From an optimization exercise on the open Yosys and OpenROAD flow, aimed at small area, a short achievable clock period and few clock cycles per item; shortcuts taken in it are not production practice.
In this exercise RTL edits were held to simulation tests only and were not proved equivalent to the original.
No activity file was given, so power comes from the tool's default toggle rates.

## flow/run.sh

```bash
#!/bin/bash
# synth_recipe.tcl (not shown) runs the flow's synth.tcl, then flattens the netlist and writes it again
# the make line also repeats each setting of config.mk as NAME=value (left out here)
make -C /OpenROAD-flow-scripts/flow DESIGN_CONFIG=/design/flow/config.mk WORK_HOME=/design/flow/orfs CLKGATE_MAP_FILE= SYNTH_SCRIPT=/design/flow/synth_recipe.tcl finish
```

## flow/constraint.sdc

```tcl
create_clock -name core_clock -period 10.0 [get_ports {clk}]
set_input_delay 2.0000 -clock core_clock [delete_from_list [all_inputs] [get_ports {clk}]]
set_output_delay 2.0000 -clock core_clock [all_outputs]
set_load 0.01 [all_outputs]
```

## flow/config.mk

```make
export PLATFORM = sky130hd
export DESIGN_NAME = pdc_muldiv
export DESIGN_NICKNAME = pdc_muldiv
export VERILOG_FILES = /design/flow/design.v
export SDC_FILE = /design/flow/constraint.sdc
export NUM_CORES = 4
export LEC_CHECK = 0
export CAP_MARGIN = 20
export CORE_MARGIN = 2
export CORE_UTILIZATION = 40
export SETUP_SLACK_MARGIN = 5
export SLEW_MARGIN = 20
```

## flow/design.v

```verilog
module pdc_muldiv (
    input  wire         clk,
    input  wire         rst,        
    input  wire         in_valid,
    output wire         in_ready,
    input  wire [255:0] tgt,
    input  wire [63:0]  ma,
    input  wire [63:0]  mb,
    output reg          done,
    output reg          err,
    output wire [319:0] q
);
    localparam [2:0] S_IDLE  = 3'd0,
                     S_SETUP = 3'd1,
                     S_MUL   = 3'd2,
                     S_DIV   = 3'd3,
                     S_ERR   = 3'd4;
    reg [2:0]   state;
    reg         rdy;         
    reg         first;       
    reg         chk;         
    reg         fb;          
    reg [8:0]   cnt;
    reg [6:0]   nm;          
    reg [3:0]   dg;          
    reg [319:0] work;
    reg [63:0]  R;
    reg [63:0]  M1;
    reg [65:0]  M3;
    assign in_ready = rdy;
    assign q        = work;
    wire [67:0] xm  = {4'b0, R};
    wire [67:0] pp0 = {4'b0, M1 & {64{dg[0]}}};
    wire [67:0] pp1 = {3'b0, M1 & {64{dg[1]}}, 1'b0};
    wire [67:0] pp2 = {2'b0, M1 & {64{dg[2]}}, 2'b0};
    wire [67:0] pp3 = {1'b0, M1 & {64{dg[3]}}, 3'b0};
    wire [67:0] s1 = xm ^ pp0 ^ pp1;
    wire [67:0] c1 = {(xm[66:0] & pp0[66:0]) | (xm[66:0] & pp1[66:0]) | (pp0[66:0] & pp1[66:0]), 1'b0};
    wire [67:0] s2 = pp2 ^ pp3 ^ s1;
    wire [67:0] c2 = {(pp2[66:0] & pp3[66:0]) | (pp2[66:0] & s1[66:0]) | (pp3[66:0] & s1[66:0]), 1'b0};
    wire [67:0] s3 = c1 ^ s2 ^ c2;
    wire [67:0] c3 = {(c1[66:0] & s2[66:0]) | (c1[66:0] & c2[66:0]) | (s2[66:0] & c2[66:0]), 1'b0};
    wire [67:0] msum = s3 + c3;
    wire [1:0]  xb  = fb ? work[319:318] : work[255:254];
    wire [65:0] X   = {R, xb};
    wire [66:0] d1  = {1'b0, X} - {3'b0, M1};
    wire [66:0] d2  = {1'b0, X} - {2'b0, M1, 1'b0};
    wire [66:0] d3  = {1'b0, X} - {1'b0, M3};
    wire        g1  = ~d1[66];
    wire        g2  = ~d2[66];
    wire        g3  = ~d3[66];
    wire [1:0]  qd  = g3 ? 2'd3 : g2 ? 2'd2 : g1 ? 2'd1 : 2'd0;
    wire [63:0] rnew = g3 ? d3[63:0] : g2 ? d2[63:0] : g1 ? d1[63:0] : X[63:0];
    wire        ge    = (R >= M1);
    wire [1:0]  tx    = work[319:318];
    wire        m1small = (M1[63:2] == 62'd0);
    reg  [1:0]  tq, tr;
    always @* begin
        tq = 2'd0;
        tr = tx;
        if (m1small) begin
            case (M1[1:0])
                2'd1: begin tq = tx; tr = 2'd0; end
                2'd2: begin tq = {1'b0, tx[1]}; tr = {1'b0, tx[0]}; end
                2'd3: begin tq = {1'b0, tx == 2'd3}; tr = (tx == 2'd3) ? 2'd0 : tx; end
                default: ;
            endcase
        end
    end
    reg [6:0] nm_enc;
    integer i;
    always @* begin
        nm_enc = 7'd1;
        for (i = 1; i < 64; i = i + 1)
            if (work[4*i +: 4] != 4'd0) nm_enc = i[6:0] + 7'd1;
    end
    wire mul_last = first ? (nm_enc == 7'd1) : (cnt == 9'd0);
    always @(posedge clk) begin
        work  <= 320'd0;
        R     <= 64'd0;
        dg    <= 4'd0;
        first <= 1'b0;
        chk   <= 1'b0;
        rdy   <= 1'b0;
        done  <= 1'b0;
        case (state)
            S_IDLE: begin
                R  <= mb;
                M1 <= mb;
                dg <= 4'b0010;
                if (in_valid) begin
                    if (mb == 64'd0) begin
                        state <= S_ERR;
                        rdy   <= 1'b1;
                    end else begin
                        state <= S_SETUP;
                    end
                end
            end
            S_SETUP: begin
                M3          <= msum[65:0];
                M1          <= ma;
                work[255:0] <= tgt;
                dg          <= tgt[3:0];
                fb          <= 1'b0;
                first       <= 1'b1;
                state       <= S_MUL;
            end
            S_MUL: begin
                R             <= msum[67:4];
                work[319:256] <= msum[67:4];
                work[255:0]   <= {msum[3:0], work[255:4]};
                dg            <= work[7:4];
                if (first) begin
                    nm  <= nm_enc;
                    cnt <= {2'b0, nm_enc} - 9'd2;
                end else begin
                    cnt <= cnt - 9'd1;
                end
                if (mul_last) begin
                    M1    <= mb;
                    state <= S_DIV;
                    chk   <= 1'b1;
                    cnt   <= {1'b0, (first ? nm_enc : nm), 1'b0} - 9'd1;
                end
            end
            S_DIV: begin
                if (chk && ge) begin
                    R    <= {62'd0, tr};
                    work <= {work[317:0], tq};
                    fb   <= 1'b1;
                    cnt  <= cnt + 9'd31;
                end else begin
                    R    <= rnew;
                    if (fb) work <= {work[317:0], qd};
                    else    work[255:0] <= {work[253:0], qd};
                    cnt  <= cnt - 9'd1;
                end
                if (!(chk && ge) && cnt == 9'd1) rdy <= 1'b1;
                if (!chk && cnt == 9'd0) begin
                    state <= S_IDLE;
                    done  <= 1'b1;
                    err   <= 1'b0;
                end
            end
            S_ERR: begin
                state <= S_IDLE;
                done  <= 1'b1;
                err   <= 1'b1;
            end
            default: state <= S_IDLE;
        endcase
        if (rst) begin
            state <= S_IDLE;
            rdy   <= 1'b0;
            done  <= 1'b0;
        end
    end
endmodule
```

==> run_summary.xml <==
<?xml version="1.0" encoding="UTF-8"?>
<metrics>
  <group name="status">
    <metric name="outcome" unit="">no timing/DRC/antenna violations</metric>
  </group>
  <group name="global_routing">
    <metric name="grt-busiest-layer" unit="">met2</metric>
    <metric name="grt_max_degree" unit="">233</metric>
    <metric name="global_route.overflow_total" unit="">0</metric>
    <metric name="gr_layer_usage_met1" unit="%">39.3</metric>
    <metric name="met3_usage" unit="%">6.19</metric>
    <metric name="first_pass_grt_wire_length" unit="mm">290</metric>
    <metric name="track_usage" unit="%">32.4</metric>
    <metric name="grt_use_met2" unit="%">54.3</metric>
    <metric name="initial_antenna_violation_count" unit="">18</metric>
    <metric name="first_global_vias" unit="">44900</metric>
  </group>
  <group name="timing">
    <metric name="timing.hold.ws" unit="ns">0.444</metric>
    <metric name="slew-limit-headroom" unit="%">14.4</metric>
    <metric name="rsz0062_at_grt" unit="">yes</metric>
    <metric name="layout_worst_path_cycle_share" unit="%">55.8</metric>
    <metric name="setup_slack" unit="ns">4.42</metric>
    <metric name="timing.final.crit_period" unit="ns">5.58</metric>
    <metric name="final.setup_skew" unit="ns">0.0578</metric>
    <metric name="timing.final.hold_violations" unit="">0</metric>
    <metric name="timing.final.max_slew_violations" unit="">0</metric>
    <metric name="tns" unit="ns">0</metric>
    <metric name="max_clock_freq" unit="MHz">179</metric>
    <metric name="final_setup_violation_count" unit="">0</metric>
    <metric name="worst_slew_pin_slew" unit="ns">1.27</metric>
  </group>
  <group name="critical_path">
    <metric name="critical_path.slowest_cell" unit="">fa_1</metric>
    <metric name="worst_ep_required_time" unit="ns">10.52</metric>
    <metric name="path_max_fanout" unit="">6</metric>
    <metric name="worstSetupEndpointType" unit="">flip-flop</metric>
    <metric name="crit_chain" unit="">buf_6 &gt; buf_12 &gt; nand2_4 &gt; fa_1 &gt; fa_1 &gt; fa_1 &gt; inv_2 &gt; fa_2 &gt; a21oi_4 &gt; nor2_2 &gt; o311a_4 &gt; nor4b_4 &gt; buf_4 &gt; o2111ai_4 &gt; buf_6 &gt; and4b_2 &gt; o2111ai_4 &gt; a21boi_2 &gt; o21ai_1 &gt; nand2b_1 &gt; and3_1 &gt; or4_1</metric>
    <metric name="worst_path_largest_cell_delay" unit="ns">0.51</metric>
    <metric name="timing.critical_path.max_delay_family" unit="">adder cells</metric>
    <metric name="worst-endpoint-arrival" unit="ns">6.10</metric>
    <metric name="cp.buffers_inverters" unit="">5</metric>
    <metric name="worst_setup_path_start_kind" unit="">flip-flop</metric>
    <metric name="crit_top_cell" unit="">fa_1</metric>
    <metric name="timing_worst_setup_path_type" unit="">reg -&gt; reg</metric>
  </group>
  <group name="detailed_routing">
    <metric name="drc" unit="">0</metric>
    <metric name="vias_post_dr" unit="">45600</metric>
    <metric name="via_density" unit="">5.95</metric>
    <metric name="first_iter_violations" unit="">3786</metric>
    <metric name="routedWlPerCell" unit="um">25.9</metric>
    <metric name="drt-total-wl" unit="mm">198</metric>
    <metric name="drt_first_pass_iters" unit="">8</metric>
    <metric name="final_antenna_net_count" unit="">0</metric>
  </group>
  <group name="clocking">
    <metric name="cts_tree" unit="">built</metric>
    <metric name="cts-root-buf" unit="">clkbuf_16</metric>
    <metric name="cts.htree.levels" unit="">3</metric>
    <metric name="latest_clock_arrival_within_the_worst_skew_pair" unit="ns">0.68</metric>
    <metric name="cts-buffers-inserted" unit="">69</metric>
    <metric name="cts.sinks" unit="">543</metric>
    <metric name="clock_tree.buffer_depth" unit="">3</metric>
    <metric name="worst_setup_hold_path_clk_slew" unit="ns">0.06</metric>
    <metric name="postCtsHoldBufs" unit="">0</metric>
  </group>
  <group name="yosys">
    <metric name="post_synthesis_register_bit_count" unit="">543</metric>
    <metric name="share_of_synthesized_registers_carrying_an_async_set_or_reset" unit="%">0</metric>
    <metric name="post_synthesis_instance_area" unit="um^2">46200</metric>
    <metric name="netlist_instances" unit="">5394</metric>
    <metric name="postSynthNetCount" unit="">6306</metric>
    <metric name="yosys_warnings" unit="">1</metric>
    <metric name="netlist.top_cell.by_area" unit="">dfxtp_1</metric>
    <metric name="yosys.cell_count.top_type" unit="">a21oi_1</metric>
    <metric name="count_of_flip_flops_with_a_built_in_enable_after_synthesis" unit="">148</metric>
    <metric name="post_synth_most_frequent_cells" unit="">549 x a21oi_1, 529 x nand2_1, 460 x inv_1, 395 x dfxtp_1, 334 x ha_1</metric>
    <metric name="synth_seq_area_share" unit="%">26.7</metric>
    <metric name="synth_cell_types" unit="">97</metric>
    <metric name="netlist_top_cells_area" unit="">dfxtp_1 17%, edfxtp_1 9.6%, ha_1 9.0%</metric>
    <metric name="syn-mean-instance-area" unit="um^2">8.57</metric>
    <metric name="synth_top_flop_cell" unit="">dfxtp_1</metric>
    <metric name="synth_top_area_share" unit="%">17.1</metric>
  </group>
  <group name="power">
    <metric name="powerDensity" unit="nW/um^2">444</metric>
    <metric name="leakage" unit="nW">25.0</metric>
    <metric name="post-layout-total-power" unit="mW">26.5</metric>
    <metric name="worst_ir_drop_vdd" unit="uV">246</metric>
  </group>
  <group name="layout">
    <metric name="multi_input_comb_area" unit="um^2">32600</metric>
    <metric name="final_cells" unit="">7660</metric>
    <metric name="area.sequential" unit="um^2">12400</metric>
    <metric name="post_route_cells_drive_above_1_share" unit="%">9.61</metric>
    <metric name="areaGrowthSynthToFinish" unit="%">28.9</metric>
    <metric name="finish.instance_area" unit="um^2">59600</metric>
    <metric name="fin_util" unit="%">52.1</metric>
    <metric name="nFillCells" unit="">10800</metric>
    <metric name="num-nets-final" unit="">6987</metric>
  </group>
  <group name="die">
    <metric name="die_h" unit="um">344</metric>
    <metric name="die_w" unit="um">344</metric>
    <metric name="start_util" unit="%">40.4</metric>
    <metric name="dieArea" unit="um^2">118000</metric>
    <metric name="io_pins" unit="">710</metric>
    <metric name="core" unit="um^2">115000</metric>
    <metric name="placementRows" unit="">124</metric>
  </group>
  <group name="job">
    <metric name="max_cap_violations" unit="">0</metric>
  </group>
  <group name="placed_design">
    <metric name="numPlacedInstances" unit="">7395</metric>
    <metric name="port-buffer-count" unit="">709</metric>
    <metric name="gp_congestion" unit="">0.959</metric>
    <metric name="dpl.hpwl" unit="mm">152</metric>
    <metric name="placed_cell_area" unit="um^2">54800</metric>
    <metric name="detailedPlace.worstSlack" unit="ns">3.06</metric>
  </group>
  <group name="hold_path">
    <metric name="min_path_type" unit="">reg -&gt; reg</metric>
  </group>
</metrics>
power by group:
part	internal (mW)	switching [mW]	total, mW
combinational	8.21	11.3	19.5
sequential	3.35	1.14	4.49
clock	1.41	1.12	2.52
final cells by class:
class / instances / area share [%]
multi-input cells: 4120 / 54.6
flip-flops and latches: 543 / 20.8
repair buffers: 877 / 14.6
clock buffers: 96 / 3.18
well taps: 1512 / 3.17
inverters: 464 / 2.93
clock inverters: 29 / 0.598
diodes: 19 / 0.0797
tightest hold or removal path, stage by stage, from the launching register on:
cell	delay [ns]
dfxtp_1	0.31
nand2_1	0.05
nand2_1	0.04
sequential cells by signal, indices dropped and copies added (netlist names), 3 cells and up:
register  flops
work        320
M3           66
M1           64
R            64
cnt           9
nm            7
dg            4
state         3
worst paths after layout:
check,startpoint,endpoint,slack (ns),cells after the start
setup / recovery,dg[1],R[44],4.42,22
hold / removal,work[272],work[274],0.44,2
setup reg to reg,dg[1],R[44],4.42,22
hold reg to reg,work[272],work[274],0.44,2
per-layer routing:
metal | vias up | wire length (um)
li1 | 21100 | -
met2 | 1837 | 94600
met4 | 0 | 11900
met1 | 22200 | 77200
met5 | - | 0
met3 | 469 | 14500
cells by family (layout without fill, tap and decap cells):
group           after synthesis  count (layout)  synth area share [%]
fa+ha+maj                   525             525                  17.3
other cells                   0              19                     0
compound gates             1729            1729                  24.6
flops                       543             543                  26.7
xor+xnor                    231             231                  4.37
simple gates               1295            1295                  13.4
mux                         340             340                  7.56
buf+inv                     731            1466                  5.97
placed cells by master, fill, tap and decap left out, types with 55 or more instances in the layout:
cell             Yosys  final
a211oi_1           293    287
a21o_1             209    209
a21oi_1            549    524
buf_4                1    127
clkbuf_16            0     70
clkdlybuf4s50_1      0    709
dfxtp_1            395    383
edfxtp_1           148    148
fa_1               191    188
ha_1               334    306
inv_1              460    458
mux2_2              73     73
mux2i_1            266    264
nand2_1            529    518
nand3_1             59     56
nand4_1             56     56
nor2_1             224    213
nor3_1              59     55
nor4_1             101     95
o21ai_0            148    142
o21ai_1             69     64
xnor2_1            152    130
xor2_1              79     76
timing repair:
action | CTS | global route
pin swaps | 41 | 55
buffers inserted | 71 | 45
gates cloned | 3 | 1
setup endpoints to repair | 184 | 144
gates resized for setup | 177 | 99
Testbench counts, summed over its fixed seeds: cycles 351,800, items 2,400.

separate check: timing with driven ports:
Ports are ideal in the flow. The routed layout listed here was re-timed in OpenROAD. Step 1 assumes that a clkbuf_16 drives the clock port and a buf_2 every other input. Step 2 times the ports against the registers' clock, not the clock port: input delays grow and output delays shrink by t, the midpoint of the rising clock arrivals with the driver on. Slacks: no drivers / after step 1 / after step 2; pairs: no drivers / after step 1.
shift t [ns]: 0.736
setup WS [ns]: 4.415 / 4.415 / 4.175
worst setup path after step 2: input to register
worst slew at a driven data input, ns: 0.17
After both steps setup and hold are still met in this run. For this run, drivers alone change the setup slack by 0.000 ns; drivers and shift together by -0.240 ns.
